This is an optimization exercise on Yosys and OpenROAD, whose aim is small area, not a production implementation.
The RTL was checked by simulation tests, not by an equivalence proof against the original design.
Power and IR drop assume default switching activity.

--- design/flow/run.sh ---
#!/bin/bash
# synth_recipe.tcl (not shown) runs the flow's synth.tcl, then flattens the netlist and writes it again
# the make line also repeats each setting of config.mk as NAME=value (left out here)
make -C /OpenROAD-flow-scripts/flow DESIGN_CONFIG=/design/flow/config.mk WORK_HOME=/design/flow/orfs CLKGATE_MAP_FILE= SYNTH_SCRIPT=/design/flow/synth_recipe.tcl finish
--- design/flow/config.mk ---
export PLATFORM = sky130hd
export DESIGN_NAME = trfu
export DESIGN_NICKNAME = trfu
export VERILOG_FILES = /design/flow/design.v
export SDC_FILE = /design/flow/constraint.sdc
export NUM_CORES = 4
export LEC_CHECK = 0
export CAP_MARGIN = 20
export CORE_MARGIN = 2
export CORE_UTILIZATION = 40
export SLEW_MARGIN = 20
--- design/flow/constraint.sdc ---
create_clock -name core_clock -period 10.0 [get_ports {clk}]
set_input_delay 2.0000 -clock core_clock [delete_from_list [all_inputs] [get_ports {clk}]]
set_output_delay 2.0000 -clock core_clock [all_outputs]
set_load 0.01 [all_outputs]
--- design/flow/design.v ---
module trfu (
    input  wire        clk,
    input  wire        rst,        
    input  wire        line_in,    
    output wire        line_out,   
    output wire        line_oe,    
    input  wire [15:0] addr,
    input  wire [7:0]  wdata,
    input  wire        we,
    input  wire        re,
    output reg  [7:0]  rdata,
    output wire        exit_app
);
    localparam [7:0] START_MARKER = 8'h1B;
    localparam [7:0] TOKEN        = 8'h0E;
    localparam [2:0] PH_IDLE = 3'd0, PH_RECOVER = 3'd1, PH_RECEIVE = 3'd2,
                     PH_HELD = 3'd3, PH_TRANSMIT = 3'd4, PH_EXITED = 3'd5;
    localparam [1:0] TR_W_LOW = 2'd0, TR_W_RISE = 2'd1, TR_M_HIGH = 2'd2, TR_M_LOW = 2'd3;
    localparam [1:0] RX_WAIT_FALL1 = 2'd0, RX_WINDOW = 2'd1, RX_ZERO_TAIL = 2'd2, RX_WAIT_RISE = 2'd3;
    localparam [2:0] FS_START = 3'd0, FS_SEQ = 3'd1, FS_LENH = 3'd2, FS_LENL = 3'd3,
                     FS_TOKEN = 3'd4, FS_BODY = 3'd5, FS_CKSUM = 3'd6;
    reg [2:0]  phase;
    reg [9:0]  t_h, t_l;        
    reg        tvalid;
    reg [1:0]  st;              
    reg [11:0] cnt;             
    reg [10:0] aux;             
    reg        prev;
    reg [7:0]  sr;
    reg [1:0]  discard;
    reg [2:0]  fs;
    reg [7:0]  ck;              
    reg [7:0]  seqw;
    reg [5:0]  lenw;            
    reg [5:0]  bidx;            
    reg [7:0]  rxseq, rxck, txseq, txck;
    reg [15:0] txlen;
    reg [2:0]  retry;           
    reg [3:0]  event_r;
    reg [7:0] rxbuf [0:31];     
    reg [7:0] txbuf [0:31];
    wire [10:0] t_p = {1'b0, t_h} + {1'b0, t_l};
    wire [8:0]  t_q = t_p[10:2];
    wire [10:0] t_w = t_p - {3'b000, t_p[10:3]};
    wire rx   = line_in;
    wire fall = prev & ~rx;
    wire rise = ~prev & rx;
    wire held = (phase == PH_HELD);
    wire txing = (phase == PH_TRANSMIT);
    assign line_oe  = txing;
    assign line_out = ~(txing & st[0]);
    assign exit_app = (phase == PH_EXITED);
    wire [5:0] rxlen = (held | txing) ? bidx : 6'd0;
    wire [7:0] status = {1'b0, tvalid, exit_app, txing, held, phase};
    wire [4:0] rx_ridx = bidx[4:0] + ~addr[4:0];       
    wire [7:0] rx_rd = rxbuf[rx_ridx];
    wire [7:0] tx_rd = txbuf[addr[4:0]];
    wire       low12 = (addr[11:5] == 7'd0);
    always @* begin
        rdata = 8'h00;
        if (addr[15:12] == 4'h0 && low12) begin
            case (addr[4:0])
                5'h01: rdata = status;
                5'h02: rdata = {4'd0, event_r};
                5'h03: rdata = {5'd0, retry};
                5'h04: rdata = t_h[7:0];
                5'h05: rdata = {6'd0, t_h[9:8]};
                5'h06: rdata = t_l[7:0];
                5'h07: rdata = {6'd0, t_l[9:8]};
                5'h08: rdata = t_q[7:0];
                5'h09: rdata = {7'd0, t_q[8]};
                5'h0A: rdata = t_w[7:0];
                5'h0B: rdata = {5'd0, t_w[10:8]};
                5'h0C: rdata = t_p[7:0];
                5'h0D: rdata = {5'd0, t_p[10:8]};
                5'h0E: rdata = rxseq;
                5'h0F: rdata = rxck;
                5'h10: rdata = {2'd0, rxlen};
                5'h12: rdata = txseq;
                5'h13: rdata = txck;
                5'h14: rdata = txlen[7:0];
                5'h15: rdata = txlen[15:8];
                5'h16: rdata = 8'd32;
                5'h18: rdata = 8'd32;
                5'h1A: rdata = START_MARKER;
                5'h1B: rdata = TOKEN;
                default: rdata = 8'h00;
            endcase
        end else if (addr[15:12] == 4'h1 && low12) begin
            rdata = rx_rd;
        end else if (addr[15:12] == 4'h2 && low12) begin
            rdata = tx_rd;
        end
    end
    wire [9:0] pos    = aux[9:0];
    wire       pre    = pos[9];
    wire       pre_z  = (pos[9:1] == 9'h1FF);
    wire [5:0] byte_j = pos[8:3];
    wire [2:0] bit_i  = pos[2:0];
    wire [5:0] jm5    = byte_j - 6'd5;
    wire [5:0] nlast  = txlen[5:0] + 6'd5;               
    wire       is_last_byte = (byte_j == nlast);
    wire       is_trailer   = !pre && (byte_j == nlast + 6'd1);
    reg [7:0] frame_byte;
    always @* begin
        case (byte_j)
            6'd0: frame_byte = START_MARKER;
            6'd1: frame_byte = txseq;
            6'd2: frame_byte = 8'h00;
            6'd3: frame_byte = txlen[7:0];
            6'd4: frame_byte = TOKEN;
            default: frame_byte = is_last_byte ? ck : txbuf[jm5[4:0]];
        endcase
    end
    wire cur_one  = pre ? !pre_z : (!is_trailer && frame_byte[bit_i]);
    wire is_final = is_last_byte && (bit_i == 3'd7);
    wire [9:0] ztail  = {1'b0, t_q} + {8'd0, t_p[1:0]};    
    wire [9:0] ftail  = (ztail > 10'd6) ? ztail - 10'd5 : 10'd1;
    reg  [9:0] dur;
    always @* begin
        if (is_trailer)          dur = {1'b0, t_q};
        else if (cur_one)        dur = st[0] ? t_l : t_h;
        else if (st == 2'd3)     dur = is_final ? ftail : ztail;
        else                     dur = {1'b0, t_q};
    end
    wire last_seg = cur_one ? st[0] : (st == 2'd3);
    wire [11:0] c1 = cnt + 12'd1;
    wire [10:0] a1 = aux + 11'd1;
    wire [10:0] lowrun1 = fall ? 11'd0 : (!rx ? a1 : aux);
    reg [2:0]  phase_n;
    reg [9:0]  t_h_n, t_l_n;
    reg        tvalid_n;
    reg [1:0]  st_n;
    reg [11:0] cnt_n;
    reg [10:0] aux_n;
    reg [7:0]  sr_n;
    reg [1:0]  discard_n;
    reg [2:0]  fs_n;
    reg [7:0]  ck_n, seqw_n;
    reg [5:0]  lenw_n, bidx_n;
    reg [7:0]  rxseq_n, rxck_n, txseq_n, txck_n;
    reg [15:0] txlen_n;
    reg [2:0]  retry_n;
    reg [3:0]  event_n;
    reg        rx_shift;
    reg        txbuf_we;
    reg [7:0]  srs;
    task spend_retry(input [3:0] code, input is_eot);
        begin
            event_n = code;
            retry_n = retry + 3'd1;
            if (retry == 3'd3) begin
                event_n = 4'd10;
                phase_n = PH_EXITED;
            end else begin
                st_n  = 2'd0;
                cnt_n = 12'd0;
                if (is_eot) phase_n = PH_RECOVER;
            end
        end
    endtask
    task deliver(input [7:0] b);
        begin
            case (fs)
                FS_START: begin
                    ck_n = b;
                    if (b == START_MARKER) fs_n = FS_SEQ;
                end
                FS_SEQ: begin
                    seqw_n = b;
                    ck_n   = ck ^ b;
                    fs_n   = FS_LENH;
                end
                FS_LENH: begin
                    lenw_n = (b != 8'd0) ? 6'h3F : 6'h00;
                    ck_n   = ck ^ b;
                    fs_n   = FS_LENL;
                end
                FS_LENL: begin
                    lenw_n = (lenw[5] || b > 8'd32) ? 6'h3F : b[5:0];
                    ck_n   = ck ^ b;
                    fs_n   = FS_TOKEN;
                end
                FS_TOKEN: begin
                    ck_n   = ck ^ b;
                    bidx_n = 6'd0;
                    if (b == TOKEN) fs_n = (lenw == 6'd0) ? FS_CKSUM : FS_BODY;
                    else            fs_n = FS_START;
                end
                FS_BODY: begin
                    ck_n = ck ^ b;
                    if (bidx[5]) begin
                        fs_n = FS_START;
                    end else begin
                        rx_shift = 1'b1;
                        bidx_n   = bidx + 6'd1;
                        if (bidx + 6'd1 == lenw) fs_n = FS_CKSUM;
                    end
                end
                default: begin  
                    if (b == ck) begin
                        rxseq_n = seqw;
                        rxck_n  = b;
                        phase_n = PH_HELD;
                    end
                    fs_n = FS_START;
                end
            endcase
        end
    endtask
    task shift_bit(input b);
        begin
            srs = {b, sr[7:1]};
            if (sr[0]) begin
                sr_n    = 8'h80;
                retry_n = 3'd0;
                if (discard != 2'd0) discard_n = discard - 2'd1;
                else                 deliver(srs);
            end else begin
                sr_n = srs;
            end
        end
    endtask
    always @* begin
        phase_n   = phase;
        t_h_n     = t_h;
        t_l_n     = t_l;
        tvalid_n  = tvalid;
        st_n      = st;
        cnt_n     = cnt;
        aux_n     = aux;
        sr_n      = sr;
        discard_n = discard;
        fs_n      = fs;
        ck_n      = ck;
        seqw_n    = seqw;
        lenw_n    = lenw;
        bidx_n    = bidx;
        rxseq_n   = rxseq;
        rxck_n    = rxck;
        txseq_n   = txseq;
        txlen_n   = txlen;
        txck_n    = txck;
        retry_n   = retry;
        event_n   = event_r;
        rx_shift  = 1'b0;
        txbuf_we  = 1'b0;
        srs       = 8'h00;
        case (phase)
            PH_RECOVER: begin
                cnt_n = c1;
                case (st)
                    TR_W_LOW: begin
                        if (!rx) begin
                            st_n  = TR_W_RISE;
                            cnt_n = 12'd0;
                        end else if (c1 == 12'd3000) begin
                            spend_retry(4'd1, 1'b0);
                        end
                    end
                    TR_W_RISE: begin
                        if (rx) begin
                            st_n  = TR_M_HIGH;
                            cnt_n = 12'd0;
                        end else if (c1 == 12'd3000) begin
                            spend_retry(4'd2, 1'b0);
                        end
                    end
                    TR_M_HIGH: begin
                        if (!rx) begin
                            aux_n = c1[10:0];
                            st_n  = TR_M_LOW;
                            cnt_n = 12'd0;
                        end else if (c1 == 12'd1000) begin
                            spend_retry(4'd3, 1'b0);
                        end
                    end
                    default: begin  
                        if (rx) begin
                            if (aux[9:3] == 7'd0 || c1[9:3] == 7'd0) begin
                                spend_retry(4'd5, 1'b0);
                            end else begin
                                t_h_n     = aux[9:0];
                                t_l_n     = c1[9:0];
                                tvalid_n  = 1'b1;
                                event_n   = 4'd15;
                                sr_n      = 8'hC0;
                                discard_n = 2'd3;
                                fs_n      = FS_START;
                                phase_n   = PH_RECEIVE;
                                st_n      = RX_WAIT_FALL1;
                                cnt_n     = 12'd0;
                                aux_n     = 11'd0;
                            end
                        end else if (c1 == 12'd1000) begin
                            spend_retry(4'd4, 1'b0);
                        end
                    end
                endcase
            end
            PH_RECEIVE: begin
                cnt_n = c1;
                aux_n = lowrun1;
                case (st)
                    RX_WAIT_FALL1: begin
                        if (fall)                        st_n = RX_WINDOW;
                        else if (c1 >= {1'b0, t_w})      spend_retry(4'd6, 1'b1);
                    end
                    RX_WINDOW: begin
                        if (fall) begin
                            st_n = RX_ZERO_TAIL;
                            shift_bit(1'b0);
                        end else if (c1 >= {1'b0, t_w}) begin
                            st_n = RX_WAIT_RISE;
                            shift_bit(1'b1);
                        end
                    end
                    RX_ZERO_TAIL: begin
                        if (rise) begin
                            st_n  = RX_WAIT_FALL1;
                            cnt_n = 12'd0;
                        end else if (lowrun1 >= t_p) begin
                            spend_retry(4'd7, 1'b1);
                        end
                    end
                    default: begin  
                        if (rise) begin
                            st_n  = RX_WAIT_FALL1;
                            cnt_n = 12'd0;
                        end else if (!rx && lowrun1 >= t_p) begin
                            event_n = 4'd9;
                            phase_n = PH_EXITED;
                        end else if (c1 >= {t_p, 1'b0}) begin
                            spend_retry(4'd8, 1'b1);
                        end
                    end
                endcase
            end
            PH_TRANSMIT: begin
                cnt_n = c1;
                if (c1[9:0] == dur) begin
                    cnt_n = 12'd0;
                    if (is_trailer) begin
                        txck_n  = ck;
                        txlen_n = 16'd0;
                        event_n = 4'd14;
                        phase_n = PH_RECOVER;
                        st_n    = 2'd0;
                    end else if (last_seg) begin
                        st_n  = 2'd0;
                        aux_n = a1;
                        if (!pre && bit_i == 3'd7 && !is_last_byte)
                            ck_n = ck ^ frame_byte;
                    end else begin
                        st_n = st + 2'd1;
                    end
                end
            end
            default: ;
        endcase
        if (we) begin
            if (addr == 16'h0000) begin
                case (wdata)
                    8'h00: ;
                    8'h01: begin  
                        if (phase_n == PH_IDLE || phase_n == PH_EXITED) begin
                            retry_n  = 3'd0;
                            tvalid_n = 1'b0;
                            event_n  = 4'd0;
                            phase_n  = PH_RECOVER;
                            st_n     = 2'd0;
                            cnt_n    = 12'd0;
                        end else begin
                            event_n = 4'd12;
                        end
                    end
                    8'h02: begin  
                        if (phase_n != PH_HELD) begin
                            event_n = 4'd12;
                        end else if (txlen > 16'd32) begin
                            event_n = 4'd13;
                        end else begin
                            phase_n = PH_TRANSMIT;
                            st_n    = 2'd0;
                            cnt_n   = 12'd0;
                            aux_n   = 11'd999;
                            ck_n    = 8'h00;
                        end
                    end
                    8'h03: begin  
                        if (phase_n == PH_HELD) begin
                            phase_n = PH_RECOVER;
                            st_n    = 2'd0;
                            cnt_n   = 12'd0;
                        end else begin
                            event_n = 4'd12;
                        end
                    end
                    8'h04: phase_n = PH_IDLE;  
                    default: event_n = 4'd11;
                endcase
            end else if (phase_n != PH_TRANSMIT) begin
                if (addr == 16'h0012) txseq_n = wdata;
                if (addr == 16'h0014) txlen_n[7:0] = wdata;
                if (addr == 16'h0015) txlen_n[15:8] = wdata;
                if (addr[15:5] == 11'h100) txbuf_we = 1'b1;
            end
        end
    end
    always @(posedge clk) begin
        if (rst) begin
            phase   <= PH_IDLE;
            t_h     <= 10'd0;
            t_l     <= 10'd0;
            tvalid  <= 1'b0;
            rxseq   <= 8'h00;
            rxck    <= 8'h00;
            txseq   <= 8'h00;
            txlen   <= 16'd0;
            txck    <= 8'h00;
            retry   <= 3'd0;
            event_r <= 4'd0;
        end else begin
            phase   <= phase_n;
            t_h     <= t_h_n;
            t_l     <= t_l_n;
            tvalid  <= tvalid_n;
            rxseq   <= rxseq_n;
            rxck    <= rxck_n;
            txseq   <= txseq_n;
            txlen   <= txlen_n;
            txck    <= txck_n;
            retry   <= retry_n;
            event_r <= event_n;
        end
    end
    always @(posedge clk) begin
        prev    <= rx;
        st      <= st_n;
        cnt     <= cnt_n;
        aux     <= aux_n;
        sr      <= sr_n;
        discard <= discard_n;
        fs      <= fs_n;
        ck      <= ck_n;
        seqw    <= seqw_n;
        lenw    <= lenw_n;
        bidx    <= bidx_n;
    end
    integer k;
    always @(posedge clk) begin
        if (!rst && rx_shift) begin
            for (k = 31; k > 0; k = k - 1) rxbuf[k] <= rxbuf[k-1];
            rxbuf[0] <= srs;
        end
        if (!rst && txbuf_we) txbuf[addr[4:0]] <= wdata;
    end
endmodule
==> flow_results.xml, run 1 <==
<?xml version="1.0" encoding="UTF-8"?>
<metrics>
  <group name="drt">
    <metric name="wl" unit="um">129900</metric>
    <metric name="routed-via-count" unit="">29068</metric>
    <metric name="routedWlPerCell" unit="um">29.97</metric>
    <metric name="drt_iter0_markers" unit="">4582</metric>
    <metric name="detailroute.wirelength.met3" unit="um">13080</metric>
    <metric name="met2RoutedLength" unit="um">58710</metric>
    <metric name="route.detailed.drc" unit="">0</metric>
    <metric name="detail_route.first_pass.iterations" unit="">7</metric>
    <metric name="postRouteAntennaNets" unit="">0</metric>
    <metric name="dr.max_layer_used" unit="">met4</metric>
    <metric name="met1Wirelength" unit="um">53060</metric>
    <metric name="via_per_inst" unit="">6.707</metric>
  </group>
  <group name="power">
    <metric name="pwr_density_cell" unit="mW/mm2">185.4</metric>
    <metric name="power.static_leakage" unit="nW">13.37</metric>
    <metric name="report.power.total" unit="mW">7.520</metric>
    <metric name="peakVddDrop" unit="uV">162.1</metric>
  </group>
  <group name="min_path">
    <metric name="hold-path-cell-count" unit="">0</metric>
    <metric name="holdCritPathClass" unit="">reg -&gt; reg</metric>
    <metric name="whs_endpoint" unit="">rxbuf[23][0]</metric>
    <metric name="worstHoldStart" unit="">rxbuf[22][0]</metric>
  </group>
  <group name="yosys">
    <metric name="post_synth_main_area_contributors" unit="">sky130_fd_sc_hd__edfxtp_1 (46%), sky130_fd_sc_hd__mux4_2 (8.7%), sky130_fd_sc_hd__dfxtp_1 (6.3%), sky130_fd_sc_hd__nor2_1 (3.0%), sky130_fd_sc_hd__ha_1 (2.6%)</metric>
    <metric name="yosysTopAreaCellShare" unit="%">45.52</metric>
    <metric name="synthDominantAreaCellType" unit="">sky130_fd_sc_hd__edfxtp_1</metric>
    <metric name="synth_cells" unit="">3060</metric>
    <metric name="asyncSetResetFlopFracSynth" unit="%">0</metric>
    <metric name="mappedNetlistArea" unit="mm2">0.03595</metric>
    <metric name="synth_edf_count" unit="">545</metric>
    <metric name="ys_seq_elements" unit="">658</metric>
    <metric name="most_used_dff_post_synth" unit="">sky130_fd_sc_hd__edfxtp_1</metric>
    <metric name="synth-warning-count" unit="">2</metric>
    <metric name="synth_cell_type_count" unit="">106</metric>
    <metric name="ys_seq_area_share" unit="%">51.81</metric>
    <metric name="synthesis.area_per_instance" unit="um2">11.75</metric>
  </group>
  <group name="setup_path">
    <metric name="regToRegStartpoint" unit="">aux[3]</metric>
    <metric name="worst_path_largest_cell_delay" unit="ps">940</metric>
    <metric name="path_delay_family" unit="">buffers and inverters</metric>
    <metric name="cpMaxStageDelayCell" unit="">sky130_fd_sc_hd__nor2_1</metric>
    <metric name="r2r-end" unit="">txbuf[19][2]</metric>
    <metric name="worst_ep_arrival_time" unit="ps">7190</metric>
    <metric name="r2r_setup_slack" unit="ps">1830</metric>
    <metric name="crit_path_start" unit="">addr[2]</metric>
    <metric name="critical_path.n_buffers_inverters" unit="">3</metric>
    <metric name="kind_of_start_point_of_the_critical_path" unit="">input pin</metric>
    <metric name="crit_type" unit="">in -&gt; out</metric>
    <metric name="crit_path_cell_trace" unit="">clkdlybuf4s50_1 &gt; clkinv_1 &gt; ha_1 &gt; a21o_1 &gt; a21oi_1 &gt; xnor2_1 &gt; nand3b_1 &gt; nor2_1 &gt; a22o_1 &gt; a221oi_1 &gt; nand4_1 &gt; o221ai_1 &gt; o221ai_1 &gt; clkdlybuf4s50_1</metric>
    <metric name="critPathRequiredTime" unit="ps">8000</metric>
    <metric name="crit_path_end_kind" unit="">output port</metric>
    <metric name="cp_max_fo" unit="">8</metric>
    <metric name="worst-r2r-cell-count" unit="">18</metric>
  </group>
  <group name="clocking">
    <metric name="worstSkewPairLatency" unit="ps">670</metric>
    <metric name="cts.path.max_buffers" unit="">3</metric>
    <metric name="post_cts_resized" unit="">0</metric>
    <metric name="cts_tree" unit="">yes</metric>
    <metric name="clk_pin_slew_worst_paths" unit="ps">60</metric>
    <metric name="post_cts.repair.setup_buffers" unit="">0</metric>
    <metric name="cts.sinks" unit="">658</metric>
    <metric name="number_of_buffers_inserted_during_clock_tree_synthesis" unit="">74</metric>
    <metric name="cts-hold-fix-buffers" unit="">0</metric>
    <metric name="buffer_cell_driving_the_clock_tree_root" unit="">sky130_fd_sc_hd__clkbuf_16</metric>
    <metric name="htree_levels" unit="">3</metric>
  </group>
  <group name="timing">
    <metric name="worst_clock_skew" unit="ps">32.05</metric>
    <metric name="maxSlewHeadroom" unit="%">18.09</metric>
    <metric name="achievable-frequency" unit="MHz">108.8</metric>
    <metric name="slew_viol_final" unit="">0</metric>
    <metric name="min_cycle_time_layout" unit="ps">9188</metric>
    <metric name="final.period_utilization" unit="%">91.88</metric>
    <metric name="hold_ws" unit="ps">443.0</metric>
    <metric name="timing_worst_slew_pin_value" unit="ps">1224</metric>
    <metric name="setup_viol_count_final" unit="">0</metric>
    <metric name="report.final.hold_viol_count" unit="">0</metric>
    <metric name="rsz_0062_raised_after_global_routing" unit="">false</metric>
  </group>
  <group name="grt">
    <metric name="first_pass_grt_wire_length" unit="um">188700</metric>
    <metric name="grt_pass1_vias" unit="">27327</metric>
    <metric name="grt.overflow.total" unit="">0</metric>
    <metric name="globalRouteTotalUtil" unit="%">27.40</metric>
    <metric name="grt_max_degree" unit="">138</metric>
    <metric name="antenna_found_initial" unit="">3</metric>
  </group>
  <group name="cells_and_area">
    <metric name="layout.nets" unit="">3216</metric>
    <metric name="syn2layout_area_growth" unit="%">12.79</metric>
    <metric name="drive_gt1_share" unit="%">14.77</metric>
    <metric name="num-fill-cells" unit="">7877</metric>
    <metric name="count_of_non_filler_cells_in_the_finished_layout" unit="">4334</metric>
  </group>
  <group name="floorplan">
    <metric name="floorplan.die_area" unit="mm2">0.09230</metric>
    <metric name="starting_utilization_of_the_core_area" unit="%">40.50</metric>
    <metric name="die_y" unit="um">303.8</metric>
    <metric name="core_region_area" unit="mm2">0.08878</metric>
    <metric name="die_w" unit="um">303.8</metric>
    <metric name="num_io_pins" unit="">40</metric>
    <metric name="rows" unit="">109</metric>
  </group>
  <group name="place">
    <metric name="place_inst" unit="">4193</metric>
    <metric name="place.gp.congestion" unit="">0.9715</metric>
    <metric name="dp.final_hpwl" unit="um">90550</metric>
    <metric name="numPortBuffers" unit="">38</metric>
  </group>
  <group name="outcome">
    <metric name="outcome" unit="">no timing/DRC/antenna violations</metric>
  </group>
  <group name="job">
    <metric name="max_cap_violations" unit="">0</metric>
  </group>
</metrics>
registers in the layout, indices dropped and copies added, names as in the netlist:
signal,count
aux,11
cnt,12
ck,8
tvalid,1
txlen,16
rxseq,8
st,2
discard,2
retry,3
t_l,10
fs,3
bidx,6
lenw,6
sr,8
t_h,10
phase,3
rxbuf,256
txseq,8
txck,8
rxck,8
event_r,4
txbuf,256
seqw,8
prev,1
layer usage:
layer / track usage (%) / vias up
met5: 0 / -
met4: 9.673 / 0
met3: 4.311 / 307
met2: 42.66 / 1948
met1: 38.94 / 14546
li1: - / 12267
cell usage after synthesis (15+ instances only):
| cell | instances |
|---|---|
| sky130_fd_sc_hd__inv_1 | 68 |
| sky130_fd_sc_hd__o221ai_1 | 25 |
| sky130_fd_sc_hd__o31ai_1 | 17 |
| sky130_fd_sc_hd__a21o_1 | 22 |
| sky130_fd_sc_hd__dfxtp_1 | 113 |
| sky130_fd_sc_hd__nor4_1 | 22 |
| sky130_fd_sc_hd__a211oi_1 | 34 |
| sky130_fd_sc_hd__ha_1 | 76 |
| sky130_fd_sc_hd__clkbuf_1 | 123 |
| sky130_fd_sc_hd__and3_1 | 32 |
| sky130_fd_sc_hd__buf_2 | 28 |
| sky130_fd_sc_hd__a22o_1 | 70 |
| sky130_fd_sc_hd__o211ai_1 | 15 |
| sky130_fd_sc_hd__nand3_1 | 66 |
| sky130_fd_sc_hd__nor3_1 | 97 |
| sky130_fd_sc_hd__a22oi_1 | 44 |
| sky130_fd_sc_hd__o21ai_0 | 138 |
| sky130_fd_sc_hd__a21oi_1 | 149 |
| sky130_fd_sc_hd__a31oi_1 | 44 |
| sky130_fd_sc_hd__and2_1 | 20 |
| sky130_fd_sc_hd__edfxtp_1 | 545 |
| sky130_fd_sc_hd__nand2_1 | 208 |
| sky130_fd_sc_hd__xor2_1 | 23 |
| sky130_fd_sc_hd__nand2b_1 | 31 |
| sky130_fd_sc_hd__nor2_1 | 290 |
| sky130_fd_sc_hd__buf_1 | 21 |
| sky130_fd_sc_hd__or3_1 | 16 |
| sky130_fd_sc_hd__nand4_1 | 40 |
| sky130_fd_sc_hd__nor2b_1 | 17 |
| sky130_fd_sc_hd__nand4b_1 | 16 |
| sky130_fd_sc_hd__xnor2_1 | 65 |
| sky130_fd_sc_hd__o22ai_1 | 18 |
| sky130_fd_sc_hd__mux2i_1 | 62 |
| sky130_fd_sc_hd__a221oi_1 | 78 |
| sky130_fd_sc_hd__mux4_2 | 139 |
kinds of logic after synthesis:
| kind of cell | count (synthesis) | synth area share, % |
|---|---|---|
| AOI/OAI and AO/OA | 817 | 16.10 |
| and+or+nand+nor | 935 | 12.90 |
| buffers and inverters | 266 | 3.055 |
| DFF | 658 | 51.81 |
| adders and majority gates | 81 | 2.895 |
| xor gates and xnor gates | 95 | 2.575 |
| muxes | 208 | 10.66 |
power breakdown:
| part | internal [mW] | leakage (nW) | switching (mW) |
|---|---|---|---|
| clock network | 1.57 | 1.19 | 1.22 |
| registers | 2.98 | 5.83 | 0.0894 |
| logic | 0.526 | 6.35 | 1.14 |
| total | 5.08 | 13.4 | 2.44 |
cell type report:
| cell class | count | area, um2 | share of cell area (%) |
|---|---|---|---|
| flip-flops and latches | 658 | 18640 | 45.96 |
| repair buffers | 156 | 1277 | 3.150 |
| inverters | 81 | 309.0 | 0.7621 |
| multi-input cells | 2136 | 16380 | 40.40 |
| diodes | 1 | 2.502 | 0.006171 |
| clock buffers | 86 | 1897 | 4.677 |
| clock inverters | 51 | 585.6 | 1.444 |
| well taps | 1165 | 1458 | 3.594 |
placed cells by master, fill, tap and decap left out, drive strengths merged, types with 62 or more instances in the layout:
cell type,count
dfxtp,113
a21oi,152
clkbuf,87
buf,121
nor3,101
xnor2,67
nand2,209
nor2,291
nand3,66
o21ai,151
edfxtp,545
mux2i,62
mux4,139
inv,77
a22o,70
ha,76
a221oi,79
worst max path at each step:
stage                     cells past startpoint  slack [ps]          end
after floorplan                              23        -640  rxbuf[0][0]
after global placement                       19        1160        st[1]
after detailed placement                     14        1120     rdata[2]
after CTS                                    14        1080     rdata[2]
after global routing                         14         700     rdata[2]
final                                        14         810     rdata[2]
stage by stage:
stage / utilization (%) / setup slack (ps) / setup TNS, ps / area [um2]
floorplan: - / -636.0 / -162830 / 36060
global placement: 42.83 / 1160 / 0 / 38030
detailed placement: 42.84 / 1120 / 0 / 38040
CTS: 45.64 / 1078 / 0 / 40520
global route: 45.67 / 701.0 / 0 / 40550
finish: 45.68 / 811.7 / 0 / 40550
==> run 2: changes to the inputs <==
--- a/design/flow/design.v
+++ b/design/flow/design.v
@@ -39,3 +39,6 @@
     reg [3:0]  event_r;
-    reg [7:0] rxbuf [0:31];     
+    reg [7:0] rxring [0:31];
+    reg [4:0] rot;
+    reg [7:0] rxpend;
+    reg       rxpflag;
     reg [7:0] txbuf [0:31];
@@ -54,6 +57,16 @@
     wire [7:0] status = {1'b0, tvalid, exit_app, txing, held, phase};
-    wire [4:0] rx_ridx = bidx[4:0] + ~addr[4:0];       
-    wire [7:0] rx_rd = rxbuf[rx_ridx];
-    wire [7:0] tx_rd = txbuf[addr[4:0]];
     wire       low12 = (addr[11:5] == 7'd0);
+    wire [4:0] rx_ridx = addr[4:0] + rot;
+    wire       rd_rx = (addr[15:12] == 4'h1) && low12;
+    wire       rd_tx = (addr[15:12] == 4'h2) && low12;
+    wire [31:0] sel_rx = {31'd0, rd_rx} << rx_ridx;
+    wire [31:0] sel_tx = {31'd0, rd_tx} << addr[4:0];
+    wire [255:0] rx_flat, tx_flat;
+    genvar gi;
+    generate for (gi = 0; gi < 32; gi = gi + 1) begin : FLAT
+        assign rx_flat[8*gi+7:8*gi] = rxring[gi];
+        assign tx_flat[8*gi+7:8*gi] = txbuf[gi];
+    end endgenerate
+    wire [7:0] buf_rd;
+    trfu_aomux #(.N(64)) u_rdmux (.d({tx_flat, rx_flat}), .sel({sel_tx, sel_rx}), .y(buf_rd));
     always @* begin
@@ -88,6 +101,4 @@
             endcase
-        end else if (addr[15:12] == 4'h1 && low12) begin
-            rdata = rx_rd;
-        end else if (addr[15:12] == 4'h2 && low12) begin
-            rdata = tx_rd;
+        end else begin
+            rdata = buf_rd;
         end
@@ -103,2 +114,5 @@
     wire       is_trailer   = !pre && (byte_j == nlast + 6'd1);
+    wire [31:0] sel_txp = 32'd1 << jm5[4:0];
+    wire [7:0]  txp_rd;
+    trfu_aomux #(.N(32)) u_txmux (.d(tx_flat), .sel(sel_txp), .y(txp_rd));
     reg [7:0] frame_byte;
@@ -111,3 +125,3 @@
             6'd4: frame_byte = TOKEN;
-            default: frame_byte = is_last_byte ? ck : txbuf[jm5[4:0]];
+            default: frame_byte = is_last_byte ? ck : txp_rd;
         endcase
@@ -449,10 +463,48 @@
     end
+    wire rx_ins = rxpflag && (rot + bidx[4:0] == 5'd0);
     integer k;
     always @(posedge clk) begin
-        if (!rst && rx_shift) begin
-            for (k = 31; k > 0; k = k - 1) rxbuf[k] <= rxbuf[k-1];
-            rxbuf[0] <= srs;
-        end
-        if (!rst && txbuf_we) txbuf[addr[4:0]] <= wdata;
+        rot <= rot + 5'd1;
+        for (k = 31; k > 0; k = k - 1) rxring[k] <= rxring[k-1];
+        rxring[0] <= rx_ins ? rxpend : rxring[31];
+        if (rx_shift) rxpend <= srs;
+        rxpflag <= rx_shift | (rxpflag & !rx_ins);
+        if (txbuf_we) txbuf[addr[4:0]] <= wdata;
     end
 endmodule
+module trfu_aomux #(parameter N = 32) (
+    input  wire [8*N-1:0] d,
+    input  wire [N-1:0]   sel,
+    output wire [7:0]     y
+);
+    localparam K = (N + 2) / 3;
+    wire [3*K-1:0] s = {{(3*K-N){1'b0}}, sel};
+    genvar b, g;
+    generate for (b = 0; b < 8; b = b + 1) begin : BIT
+        wire [3*K-1:0] v;
+        for (g = 0; g < N; g = g + 1) begin : V
+            assign v[g] = d[8*g+b];
+        end
+        for (g = N; g < 3*K; g = g + 1) begin : Z
+            assign v[g] = 1'b0;
+        end
+        wire [K-1:0] n;
+        for (g = 0; g < K; g = g + 1) begin : G
+            trfu_aoi222 u (.a1(v[3*g]), .a2(s[3*g]), .b1(v[3*g+1]), .b2(s[3*g+1]),
+                           .c1(v[3*g+2]), .c2(s[3*g+2]), .y(n[g]));
+        end
+        trfu_nandn #(.K(K)) u_or (.a(n), .y(y[b]));
+    end endgenerate
+endmodule
+module trfu_aoi222 (
+    input  wire a1, a2, b1, b2, c1, c2,
+    output wire y
+);
+    assign y = ~((a1 & a2) | (b1 & b2) | (c1 & c2));
+endmodule
+module trfu_nandn #(parameter K = 4) (
+    input  wire [K-1:0] a,
+    output wire         y
+);
+    assign y = ~&a;
+endmodule
--- a/design/flow/config.mk
+++ b/design/flow/config.mk
@@ -11 +11,2 @@
 export SLEW_MARGIN = 20
+export SYNTH_HIERARCHICAL = 1
==> flow_results.xml, run 2 <==
<?xml version="1.0" encoding="UTF-8"?>
<metrics>
  <group name="floorplan">
    <metric name="core_region_area" unit="mm2">0.07887</metric>
    <metric name="rows" unit="">103</metric>
    <metric name="floorplan.die_area" unit="mm2">0.08182</metric>
    <metric name="starting_utilization_of_the_core_area" unit="%">40.34</metric>
    <metric name="num_io_pins" unit="">40</metric>
    <metric name="die_w" unit="um">286.0</metric>
    <metric name="die_y" unit="um">286.0</metric>
  </group>
  <group name="drt">
    <metric name="drt_iter0_markers" unit="">4897</metric>
    <metric name="detail_route.first_pass.iterations" unit="">14</metric>
    <metric name="routed-via-count" unit="">28379</metric>
    <metric name="postRouteAntennaNets" unit="">0</metric>
    <metric name="via_per_inst" unit="">6.706</metric>
    <metric name="routedWlPerCell" unit="um">29.94</metric>
    <metric name="route.detailed.drc" unit="">0</metric>
    <metric name="wl" unit="um">126700</metric>
  </group>
  <group name="yosys">
    <metric name="synthDominantAreaCellType" unit="">sky130_fd_sc_hd__edfxtp_1</metric>
    <metric name="synthMostInstantiatedCell" unit="">sky130_fd_sc_hd__dfxtp_1</metric>
    <metric name="synth_cell_type_count" unit="">101</metric>
    <metric name="synth_edf_count" unit="">297</metric>
    <metric name="post_synth_main_area_contributors" unit="">sky130_fd_sc_hd__edfxtp_1 (28%), sky130_fd_sc_hd__dfxtp_1 (24%), sky130_fd_sc_hd__a222oi_1 (8.5%), sky130_fd_sc_hd__nor2_1 (4.1%), sky130_fd_sc_hd__ha_1 (3.0%)</metric>
    <metric name="most_used_dff_post_synth" unit="">sky130_fd_sc_hd__dfxtp_1</metric>
    <metric name="synth-warning-count" unit="">8</metric>
    <metric name="synthesis.area_per_instance" unit="um2">10.52</metric>
    <metric name="asyncSetResetFlopFracSynth" unit="%">0</metric>
    <metric name="yosysTopAreaCellShare" unit="%">28.03</metric>
    <metric name="mappedNetlistArea" unit="mm2">0.03182</metric>
    <metric name="synth_cells" unit="">3025</metric>
    <metric name="post_synth_most_frequent_cells" unit="">sky130_fd_sc_hd__dfxtp_1 (375), sky130_fd_sc_hd__nor2_1 (351), sky130_fd_sc_hd__edfxtp_1 (297)</metric>
    <metric name="ys_seq_elements" unit="">672</metric>
    <metric name="ys_seq_area_share" unit="%">51.62</metric>
  </group>
  <group name="setup_path">
    <metric name="crit_type" unit="">reg -&gt; out</metric>
    <metric name="r2r_setup_slack" unit="ps">1530</metric>
    <metric name="kind_of_start_point_of_the_critical_path" unit="">register</metric>
    <metric name="r2r-end" unit="">cnt[3]</metric>
    <metric name="crit_path_start" unit="">t_h[0]</metric>
    <metric name="crit_path_end_kind" unit="">output port</metric>
    <metric name="worst-r2r-cell-count" unit="">28</metric>
    <metric name="cp_max_fo" unit="">9</metric>
    <metric name="regToRegStartpoint" unit="">t_h[0]</metric>
    <metric name="timing.critical_path.to" unit="">rdata[7]</metric>
    <metric name="worst_ep_arrival_time" unit="ps">6980</metric>
    <metric name="critPathRequiredTime" unit="ps">8000</metric>
  </group>
  <group name="cells_and_area">
    <metric name="mostFrequentLayoutCell" unit="">sky130_fd_sc_hd__dfxtp_1</metric>
    <metric name="layout.nets" unit="">3232</metric>
    <metric name="layout.cells.most_common_list" unit="">sky130_fd_sc_hd__dfxtp_1 (375), sky130_fd_sc_hd__nor2_1 (349), sky130_fd_sc_hd__edfxtp_1 (297), sky130_fd_sc_hd__a222oi_1 (270), sky130_fd_sc_hd__nand2_1 (209)</metric>
    <metric name="num-fill-cells" unit="">7362</metric>
    <metric name="syn2layout_area_growth" unit="%">14.16</metric>
    <metric name="count_of_non_filler_cells_in_the_finished_layout" unit="">4232</metric>
    <metric name="drive_gt1_share" unit="%">8.456</metric>
  </group>
  <group name="timing">
    <metric name="slew_viol_final" unit="">0</metric>
    <metric name="achievable-frequency" unit="MHz">111.4</metric>
    <metric name="hold_ws" unit="ps">327.7</metric>
    <metric name="setup_total_negative_slack" unit="ps">0</metric>
    <metric name="timing_worst_slew_pin_value" unit="ps">1147</metric>
    <metric name="worst_clock_skew" unit="ps">36.96</metric>
    <metric name="report.final.hold_viol_count" unit="">0</metric>
    <metric name="final.period_utilization" unit="%">89.80</metric>
    <metric name="rsz_0062_raised_after_global_routing" unit="">false</metric>
    <metric name="maxSlewHeadroom" unit="%">23.53</metric>
    <metric name="min_cycle_time_layout" unit="ps">8980</metric>
    <metric name="setup_viol_count_final" unit="">0</metric>
    <metric name="setup_ws_final" unit="ps">1020</metric>
  </group>
  <group name="place">
    <metric name="dp.final_hpwl" unit="um">94220</metric>
    <metric name="worst_setup_timing_slack_at_the_placement_stage" unit="ps">1151</metric>
    <metric name="place.gp.congestion" unit="">1.041</metric>
    <metric name="place_inst" unit="">4096</metric>
    <metric name="numPortBuffers" unit="">38</metric>
  </group>
  <group name="clocking">
    <metric name="cts_tree" unit="">yes</metric>
    <metric name="post_cts.repair.setup_buffers" unit="">0</metric>
    <metric name="cts.path.max_buffers" unit="">3</metric>
    <metric name="number_of_buffers_inserted_during_clock_tree_synthesis" unit="">72</metric>
    <metric name="buffer_cell_driving_the_clock_tree_root" unit="">sky130_fd_sc_hd__clkbuf_16</metric>
    <metric name="htree_levels" unit="">3</metric>
    <metric name="cts.sinks" unit="">672</metric>
    <metric name="cts-hold-fix-buffers" unit="">0</metric>
    <metric name="worstSkewPairLatency" unit="ps">660</metric>
    <metric name="post_cts_resized" unit="">0</metric>
    <metric name="clk_pin_slew_worst_paths" unit="ps">60</metric>
  </group>
  <group name="grt">
    <metric name="antenna_found_initial" unit="">5</metric>
    <metric name="grt_pass1_vias" unit="">26513</metric>
    <metric name="globalRouteTotalUtil" unit="%">29.93</metric>
    <metric name="grt_max_degree" unit="">77</metric>
    <metric name="grt.overflow.total" unit="">0</metric>
    <metric name="first_pass_grt_wire_length" unit="um">181700</metric>
  </group>
  <group name="power">
    <metric name="share_seq_of_total_power" unit="%">41.2</metric>
    <metric name="internal_power" unit="mW">5.018</metric>
    <metric name="peakVddDrop" unit="uV">170.2</metric>
    <metric name="power.static_leakage" unit="nW">12.51</metric>
    <metric name="power.net_switching" unit="mW">2.198</metric>
    <metric name="report.power.total" unit="mW">7.216</metric>
    <metric name="pwr_density_cell" unit="mW/mm2">198.6</metric>
    <metric name="share_comb_of_total_power" unit="%">18.9</metric>
    <metric name="clockPowerShare" unit="%">39.9</metric>
    <metric name="power_switching_share" unit="%">30.46</metric>
  </group>
  <group name="min_path">
    <metric name="holdCritPathClass" unit="">reg -&gt; reg</metric>
  </group>
  <group name="job">
    <metric name="max_cap_violations" unit="">0</metric>
  </group>
  <group name="outcome">
    <metric name="outcome" unit="">no timing/DRC/antenna violations</metric>
  </group>
</metrics>
run 2: changes by cell type in the layout (fill, tap and decap cells not counted), sizes merged, moves of 52 or more:
| cell | change |
|---|---|
| a22o | -52 |
| dfxtp | +262 |
| a222oi | +261 |
| nor2 | +61 |
| a221oi | -53 |
| edfxtp | -248 |
| mux4 | -139 |
run 2: cell families (layout without fill, tap and decap cells):
kind of cell,Yosys count,in the layout,share of synthesized area [%]
AND/OR/NAND/NOR,967,967,14.56
AO/OA/AOI/OAI,902,902,21.98
flip-flops,672,672,51.62
buffers and inverters,204,314,2.501
XOR/XNOR,110,110,3.201
multiplexers,86,86,2.768
adder cells (fa/ha/maj),82,82,3.343
other,2,49,0.02360
run 2: metal layers:
metal / global-route usage [%] / part of all wire, % / up-vias
met3: 5.271 / 9.9 / 365
met4: 15.37 / 6.2 / 6
met2: 48.40 / 46 / 1853
met5: 0 / 0.032 / -
met1: 38.45 / 38 / 13958
li1: - / - / 12197
run 2: per-module statistics from Yosys (local to each module, per instance), excerpt:
| module | cells inside | flip-flops and latches | times used | area, um2 |
|---|---|---|---|---|
| trfu | 2671 | 672 | 1 | 28610 |
| trfu_aoi222 | 1 | 0 | 264 | 10.01 |
run 2: power groups by stage:
| stage | combinational, mW | clock (mW) | sequential [mW] |
|---|---|---|---|
| after floorplan | 0.893 | 0 | 2.97 |
| after global placement | 1.29 | 0 | 3.03 |
| after detailed placement | 1.30 | 0 | 3.03 |
| after CTS | 1.31 | 2.91 | 2.97 |
| after global routing | 1.43 | 3.02 | 2.98 |
| final | 1.36 | 2.88 | 2.97 |
run 2: layout make-up:
type / instances / area [um2] / area share (%)
multi-input cells: 2195 / 14780 / 40.70
repair buffers: 116 / 948.4 / 2.611
well taps: 1050 / 1314 / 3.617
inverters: 64 / 240.2 / 0.6614
diodes: 1 / 2.502 / 0.006889
clock inverters: 34 / 494.2 / 1.361
flip-flops and latches: 672 / 16430 / 45.22
clock buffers: 100 / 2115 / 5.821
run 2: metrics by stage:
step | utilization (%) | cell area (um2)
after floorplan | - | 31990
after global placement | 42.72 | 33700
after detailed placement | 42.73 | 33700
after CTS | 46.03 | 36310
after global routing | 46.05 | 36320
final | 46.05 | 36320
run 2: worst max-delay path, cell delays in order (launching register included):
cell,delay [ps]
sky130_fd_sc_hd__dfxtp_1,410
sky130_fd_sc_hd__ha_1,290
sky130_fd_sc_hd__fa_1,430
sky130_fd_sc_hd__a211oi_2,590
sky130_fd_sc_hd__o21ai_0,270
sky130_fd_sc_hd__nor2b_1,190
sky130_fd_sc_hd__buf_4,180
sky130_fd_sc_hd__inv_1,250
sky130_fd_sc_hd__ha_1,290
sky130_fd_sc_hd__nor2b_1,120
sky130_fd_sc_hd__o21ai_0,150
sky130_fd_sc_hd__nand2b_1,110
sky130_fd_sc_hd__a21o_1,190
sky130_fd_sc_hd__a21o_1,200
sky130_fd_sc_hd__a21oi_1,260
sky130_fd_sc_hd__a21oi_1,70
sky130_fd_sc_hd__a21oi_1,160
sky130_fd_sc_hd__xor2_1,350
sky130_fd_sc_hd__nor2_1,70
sky130_fd_sc_hd__a2111oi_1,800
sky130_fd_sc_hd__buf_4,230
sky130_fd_sc_hd__o21ai_0,180
sky130_fd_sc_hd__clkdlybuf4s50_1,550
run 2: worst min path at each step:
stage	startpoint	endpoint	slack [ps]	cells past startpoint
final	rxring[1][4]	rxring[2][4]	330	0
after floorplan	rxring[9][0]	rxring[10][0]	330	0
after CTS	rxring[1][4]	rxring[2][4]	320	0
after global placement	rxring[9][3]	rxring[10][3]	330	0
after global routing	rxring[1][4]	rxring[2][4]	330	0
after detailed placement	rxring[18][5]	rxring[19][5]	340	0

==> separate check: timing with driven ports <==
Ports are ideal in the flow. The routed layouts listed here were re-timed in OpenROAD. Step 1 assumes that a clkbuf_16 drives the clock port and a buf_2 every other input. Step 2, shift: input delay + t, output delay - t, t = (earliest + latest rising clock arrival at the registers) / 2. This alone moves slack from input paths to output paths. a / b / c = ideal / step 1 / step 2; a / b = the first two.
run	t, ns	setup slack, ns	worst data-port slew with drivers (ns)
run 1	0.715	0.812 / 0.788 / 0.788	0.12
run 2	0.708	1.020 / 0.950 / 1.051	0.13
After both steps every run listed still meets setup and hold. For run 1, which loses most, drivers alone change the setup slack by -0.024 ns; drivers and shift together by -0.024 ns.
